What follows belongs to an exercise in optimizing a design on an open flow for a short achievable clock period and few clock cycles; a production flow would make more cautious choices.
In this exercise RTL edits were held to simulation tests only and were not proved equivalent to the original.
Power is estimated from default activity; no workload was simulated.

<file path="run.sh">
#!/bin/bash
# synth_recipe.tcl (not shown) runs the flow's synth.tcl, then flattens the netlist and writes it again
# the make line also repeats each setting of config.mk as NAME=value (left out here)
make -C /OpenROAD-flow-scripts/flow DESIGN_CONFIG=/design/flow/config.mk WORK_HOME=/design/flow/orfs CLKGATE_MAP_FILE= SYNTH_SCRIPT=/design/flow/synth_recipe.tcl finish
</file>
<file path="config.mk">
export PLATFORM = sky130hd
export DESIGN_NAME = pgrf
export DESIGN_NICKNAME = pgrf
export VERILOG_FILES = /design/flow/design.v
export SDC_FILE = /design/flow/constraint.sdc
export NUM_CORES = 4
export LEC_CHECK = 0
export CAP_MARGIN = 20
export CORE_MARGIN = 2
export CORE_UTILIZATION = 40
export PLACE_DENSITY = 0.6
export SLEW_MARGIN = 20
</file>
<file path="constraint.sdc">
create_clock -name core_clock -period 20.0 [get_ports {clk}]
set_input_delay 4.0000 -clock core_clock [delete_from_list [all_inputs] [get_ports {clk}]]
set_output_delay 4.0000 -clock core_clock [all_outputs]
set_load 0.01 [all_outputs]
</file>
<file path="design.v">
module pgrf (
    input  wire        clk,
    input  wire        rst,
    input  wire        req_valid,
    output wire        req_ready,
    input  wire [31:0] req_cmd,
    input  wire [63:0] req_data,
    output wire        rsp_valid,
    input  wire        rsp_ready,
    output wire [1:0]  rsp_status,
    output wire [63:0] rsp_data
);
    localparam [7:0] OPC_CLR   = 8'h01;
    localparam [7:0] OPC_GET   = 8'h02;
    localparam [7:0] OPC_SET   = 8'h03;
    localparam [7:0] OPC_GRAV  = 8'h04;
    localparam [7:0] OPC_GPASS = 8'h05;
    localparam [7:0] OPC_XPOSE = 8'h06;
    localparam [7:0] OPC_RDLO  = 8'h07;
    localparam [7:0] OPC_RDHI  = 8'h08;
    localparam [1:0] ST_OK      = 2'd0;
    localparam [1:0] ST_ERR_ARG = 2'd1;
    localparam [1:0] ST_ERR_OPC = 2'd2;
    localparam [1:0] ST_ERR_RSV = 2'd3;
    localparam [1:0] PH_IDLE = 2'd0;
    localparam [1:0] PH_BUSY = 2'd1;
    localparam [1:0] PH_RESP = 2'd2;
    reg [1:0]  phase;
    reg [63:0] lo, hi;           
    reg [31:0] cmd_q;            
    reg [63:0] data_q;           
    reg [1:0]  rsp_status_q;
    reg [63:0] rsp_data_q;
    reg [2:0]  row_q;            
    reg [5:0]  moves_q;          
    reg [3:0]  passes_q;         
    assign req_ready  = (phase == PH_IDLE) && !rst;
    assign rsp_valid  = (phase == PH_RESP);
    assign rsp_status = rsp_status_q;
    assign rsp_data   = rsp_data_q;
    wire accept = req_valid && req_ready;
    wire take   = rsp_valid && rsp_ready;
    wire [7:0] opc   = cmd_q[7:0];
    wire [7:0] f_row = cmd_q[15:8];
    wire [7:0] f_col = cmd_q[23:16];
    wire [7:0] f_val = cmd_q[31:24];
    wire opc_legal  = (opc >= OPC_CLR) && (opc <= OPC_RDHI);
    wire rsv_bad    = (opc == OPC_GET) ? (f_val != 8'd0)
                    : (opc == OPC_SET) ? 1'b0
                    : (cmd_q[31:8] != 24'd0);
    wire arg_bad    = (opc == OPC_GET) ? (f_row >= 8'd8 || f_col >= 8'd8)
                    : (opc == OPC_SET) ? (f_row >= 8'd8 || f_col >= 8'd8 || f_val >= 8'd4)
                    : 1'b0;
    wire [1:0] dec_status = !opc_legal ? ST_ERR_OPC
                          : rsv_bad    ? ST_ERR_RSV
                          : arg_bad    ? ST_ERR_ARG
                          :              ST_OK;
    wire dec_ok   = (dec_status == ST_OK);
    wire is_grav  = dec_ok && (opc == OPC_GRAV);
    wire is_gpass = dec_ok && (opc == OPC_GPASS);
    wire [5:0] cell_idx = {f_row[2:0], f_col[2:0]};
    function [63:0] delta_swap;
        input [63:0] m;
        input [63:0] k;
        input integer d;
        reg   [63:0] t;
        begin
            t = k & (m ^ (m << d));
            delta_swap = m ^ t ^ (t >> d);
        end
    endfunction
    wire [63:0] x1 = delta_swap(data_q, 64'h5500550055005500, 7);
    wire [63:0] x2 = delta_swap(x1,     64'h3333000033330000, 14);
    wire [63:0] xpose_out = delta_swap(x2, 64'h0f0f0f0f00000000, 28);
    wire [63:0] occ = lo | hi;
    reg  [63:0] src;             
    reg  [3:0]  step_moves;
    reg         below_full;
    reg         found;
    integer     c, r;
    always @(*) begin
        src = 64'd0;
        step_moves = 4'd0;
        below_full = 1'b1;
        found = 1'b0;
        for (c = 0; c < 8; c = c + 1) begin
            below_full = 1'b1;
            for (r = 0; r < 7; r = r + 1)
                if (r < row_q && !occ[r*8 + c])
                    below_full = 1'b0;
            if (!occ[row_q*8 + c] && below_full) begin
                found = 1'b0;
                for (r = 1; r < 8; r = r + 1)
                    if (r > row_q && !found && occ[r*8 + c]) begin
                        src[r*8 + c] = 1'b1;
                        found = 1'b1;
                    end
                if (found)
                    step_moves = step_moves + 4'd1;
            end
        end
    end
    wire [63:0] lo_step = (lo & ~src) | ((lo & src) >> 8);
    wire [63:0] hi_step = (hi & ~src) | ((hi & src) >> 8);
    wire [5:0]  pass_moves = moves_q + {2'b00, step_moves};
    wire        last_row   = (row_q == 3'd6);
    always @(posedge clk) begin
        if (rst) begin
            phase    <= PH_IDLE;
            lo       <= 64'd0;
            hi       <= 64'd0;
            row_q    <= 3'd0;
            moves_q  <= 6'd0;
            passes_q <= 4'd0;
        end else begin
            case (phase)
            PH_IDLE: begin
                if (accept) begin
                    cmd_q    <= req_cmd;
                    data_q   <= req_data;
                    row_q    <= 3'd0;
                    moves_q  <= 6'd0;
                    passes_q <= 4'd0;
                    phase    <= PH_BUSY;
                end
            end
            PH_BUSY: begin
                if (is_grav || is_gpass) begin
                    lo <= lo_step;
                    hi <= hi_step;
                    if (!last_row) begin
                        row_q   <= row_q + 3'd1;
                        moves_q <= pass_moves;
                    end else if (is_gpass) begin
                        rsp_status_q <= ST_OK;
                        rsp_data_q   <= {58'd0, pass_moves};
                        phase        <= PH_RESP;
                    end else if (pass_moves == 6'd0) begin
                        rsp_status_q <= ST_OK;
                        rsp_data_q   <= {60'd0, passes_q};
                        phase        <= PH_RESP;
                    end else begin
                        row_q    <= 3'd0;
                        moves_q  <= 6'd0;
                        passes_q <= passes_q + 4'd1;
                    end
                end else begin
                    rsp_status_q <= dec_status;
                    rsp_data_q   <= 64'd0;
                    phase        <= PH_RESP;
                    if (dec_ok) begin
                        case (opc)
                        OPC_CLR: begin
                            lo <= 64'd0;
                            hi <= 64'd0;
                        end
                        OPC_GET:
                            rsp_data_q <= {62'd0, hi[cell_idx], lo[cell_idx]};
                        OPC_SET: begin
                            lo[cell_idx] <= f_val[0];
                            hi[cell_idx] <= f_val[1];
                        end
                        OPC_XPOSE:
                            rsp_data_q <= xpose_out;
                        OPC_RDLO:
                            rsp_data_q <= lo;
                        OPC_RDHI:
                            rsp_data_q <= hi;
                        default: ;
                        endcase
                    end
                end
            end
            PH_RESP: begin
                if (take)
                    phase <= PH_IDLE;
            end
            default:
                phase <= PH_IDLE;
            endcase
        end
    end
endmodule
</file>
==> run summary <==
Yosys cell counts, drive strengths merged, types with 37 or more instances:
cell type  count  area share [%]
nand3         43             1.1
a21oi         83             2.2
nor3         100             2.7
nor2         341             6.8
nand2        161             3.2
o21ai        118             3.1
clkbuf       122             2.4
a22oi        248             9.8
mux2          66             3.9
mux4          48             5.7
edfxtp       162              26
o22a          37             1.7
dfxtp        143              15
sequential cells by signal, summed over array words and instances (netlist names):
name / count
row_q: 3
rsp_status_q: 2
hi: 64
lo: 64
rsp_data_q: 64
phase: 2
data_q: 64
passes_q: 4
moves_q: 6
cmd_q: 32
cell type report:
class | instances | area [sq um] | area share (%)
diodes | 1 | 2.50 | 0.0111
clock buffers | 54 | 1070 | 4.77
clock inverters | 14 | 184 | 0.818
inverters | 23 | 88.8 | 0.395
multi-input cells | 1617 | 10600 | 47.3
flip-flops and latches | 305 | 7730 | 34.4
well taps | 607 | 759 | 3.38
repair buffers | 209 | 2010 | 8.95
cell families (layout without fill, tap and decap cells):
logic type      after synthesis  in the layout  synth area share, %
simple gates                800            800                 19.3
compound gates              639            639                 23.3
flops                       305            305                 40.7
buf+inv                     177            300                 3.63
mux                         130            130                 10.5
xor+xnor                     31             31                 1.54
fa+ha+maj                    17             17                 1.16
other cells                   0              1                    0
worst register-to-register path: cells and delay by family, from the launching register on:
kind | cells | cell delay, ns
DFF | 1 | 0.31
AOI/OAI and AO/OA | 13 | 2.99
buffers and inverters | 6 | 1.86
muxes | 2 | 0.56
and+or+nand+nor | 11 | 2.12
xor gates and xnor gates | 3 | 0.51
adders and majority gates | 6 | 1.75
per-stage QoR:
step / util, % / setup slack [ns] / cell area, sq um
2_1_floorplan: - / 9.86 / 19000
3_3_place_gp: 45.4 / 9.78 / 21200
3_5_place_dp: 45.5 / 9.55 / 21200
4_1_cts: 48.1 / 9.52 / 22500
5_1_grt: 48.2 / 8.70 / 22500
6_report: 48.2 / 9.45 / 22500
layer usage:
layer	vias to the layer above	share of wire, %	track usage [%]
li1	8207	-	-
met1	9234	41	42.9
met2	1187	44	50.0
met3	236	10	7.88
met4	2	4.5	14.3
met5	-	0.016	0
power groups by stage:
stage | registers (mW) | clock network [mW] | logic (mW)
final | 0.679 | 0.703 | 0.0998
after detailed placement | 0.693 | 0 | 0.0977
after floorplan | 0.692 | 0 | 0.0448
after global placement | 0.692 | 0 | 0.0963
after CTS | 0.679 | 0.712 | 0.0981
after global routing | 0.680 | 0.737 | 0.104
path summary, 6_finish.rpt:
kind              cells after the start             end  slack (ns)        from
setup / recovery                     41  rsp_data_q[63]        9.45    row_q[1]
hold / removal                        2      moves_q[0]        0.47  moves_q[0]
setup reg to reg                     41  rsp_data_q[63]        9.45    row_q[1]
hold reg to reg                       2      moves_q[0]        0.47  moves_q[0]
==> reports/results.ini <==
[yosys]
ys_seq_area_share_pct=40.7
synth_nets=2216
syn_area_per_cell_sq_um=9.04
ys_ff_latch=305
ys_async_sr_fraction_pct=0
syn_inst=2099
yosys_warnings=1
yosys.cell_types.count=76
ys.flop_type=edfxtp_1
syn-cell-area_sq_um=19000
synth_edf_count=162

[detailed_routing]
first_iter_violations=2586
vias=18900
drtPass1Iterations=7
ant_nets=0
drcViolationCount=0
vias_per_cell=6.67
wl_per_cell_um=28.7
drt_wl_total_um=81300

[worst_setup_path]
crit_top_cell=ha_1
cp_top_family=compound AO/OA/AOI/OAI gates
path_class=flip-flop to flip-flop
startpoint_type=flip-flop
required_ns=20.19
worst-path-buf-inv=6
critPathArrivalTime_ns=10.73
slowest_delay_ns=0.73
cp_slowest_cell=buf_4
critPathCaptureType=flip-flop
worstPathMaxFanout=66

[timing]
setup_tns_ns=0
setup-violations-final=0
tightestPinTransition_ns=1.17
fin_crit_sh_pct=52.7
holdWs_ns=0.470
hold_viol_final=0
rsz0062_at_grt=false
skew_ns=0.0241
drv_slew=0
maxSlewHeadroom_pct=21.1
max_freq_mhz=94.8
fin_crit_ns=10.55

[floorplan]
fp-row-count=79
die_h_um=222
die_w_um=222
core_sq_um=46700
initial_core_util_pct=40.7
io_pins=168
dieArea_sq_um=49200

[pwr]
switching_share_pct=23.2
combPwrFrac_pct=6.7
max-vdd-ir-drop_uv=55.1
powerDensity_nw_per_um2=65.9
p_total_mw=1.48
seqPwrFrac_pct=45.8
p_int_mw=1.14
net-switching-power_mw=0.344
power_frac_clock_pct=47.4
leakagePower_nw=6.99

[cells_and_area]
layout_commonest_cell=nor2_1
finalNonFillerCells=2830
fillers=4472
final_cell_mix=nor2_1, a22oi_1, clkdlybuf4s50_1
num-nets-final=2310
drive_gt1_share_pct=11.8
area_delta_synth_final_pct=18.5

[global_route]
grt_pass1_vias=18200
grt_max_degree=75
antenna_found_initial=4
grt_first_pass_wirelength_um=119000
grt_use_total_pct=32.3
grt_overflow=0

[clocking]
clockBufferDepth=3
cts_buffers=37
cts.sinks=305
ctsResizeCount=0
clock_latency_ns=0.57
cts_root_buffer=clkbuf_16
htreeDepth=2
cts_tree=done
hold_buffers=0
cts_setup_buffers=0
clk_pin_slew_worst_paths_ns=0.06

[placement]
dp_hpwl_um=56700
place_inst=2760
globalplace.congestion=0.973
io_buffers=167

[job]
cap_violations=0

[worst_hold_path]
hp-class=flip-flop to flip-flop

[status]
status=finished clean

Testbench counts, summed over its fixed seeds: cycles 37,773.

==> port drivers added, routing unchanged <==
Ports are ideal in the flow. The routed layout listed here was re-timed in OpenROAD. Step 1 sets driving cells, clkbuf_16 on the clock port and buf_2 on the other inputs (assumed; they add their load-dependent delay and slew). Step 2 moves the port delays by t, midway between the first and last clock arrival at a register: inputs arrive t later, outputs are due t later. That takes back most of the time a late clock gives input paths. Slacks: ideal / step 1 / step 2; pairs: ideal / step 1.
shift t [ns]: 0.615
slack for setup (ns): 9.455 / 9.455 / 9.455
worst hold slack (ns): 0.470 / 0.470 / 0.470
worst register clock-pin slew, ns: 0.06 / 0.06
After both steps setup and hold are still met in this run. For this run, drivers alone change the setup slack by 0.000 ns; drivers and shift together by 0.000 ns.
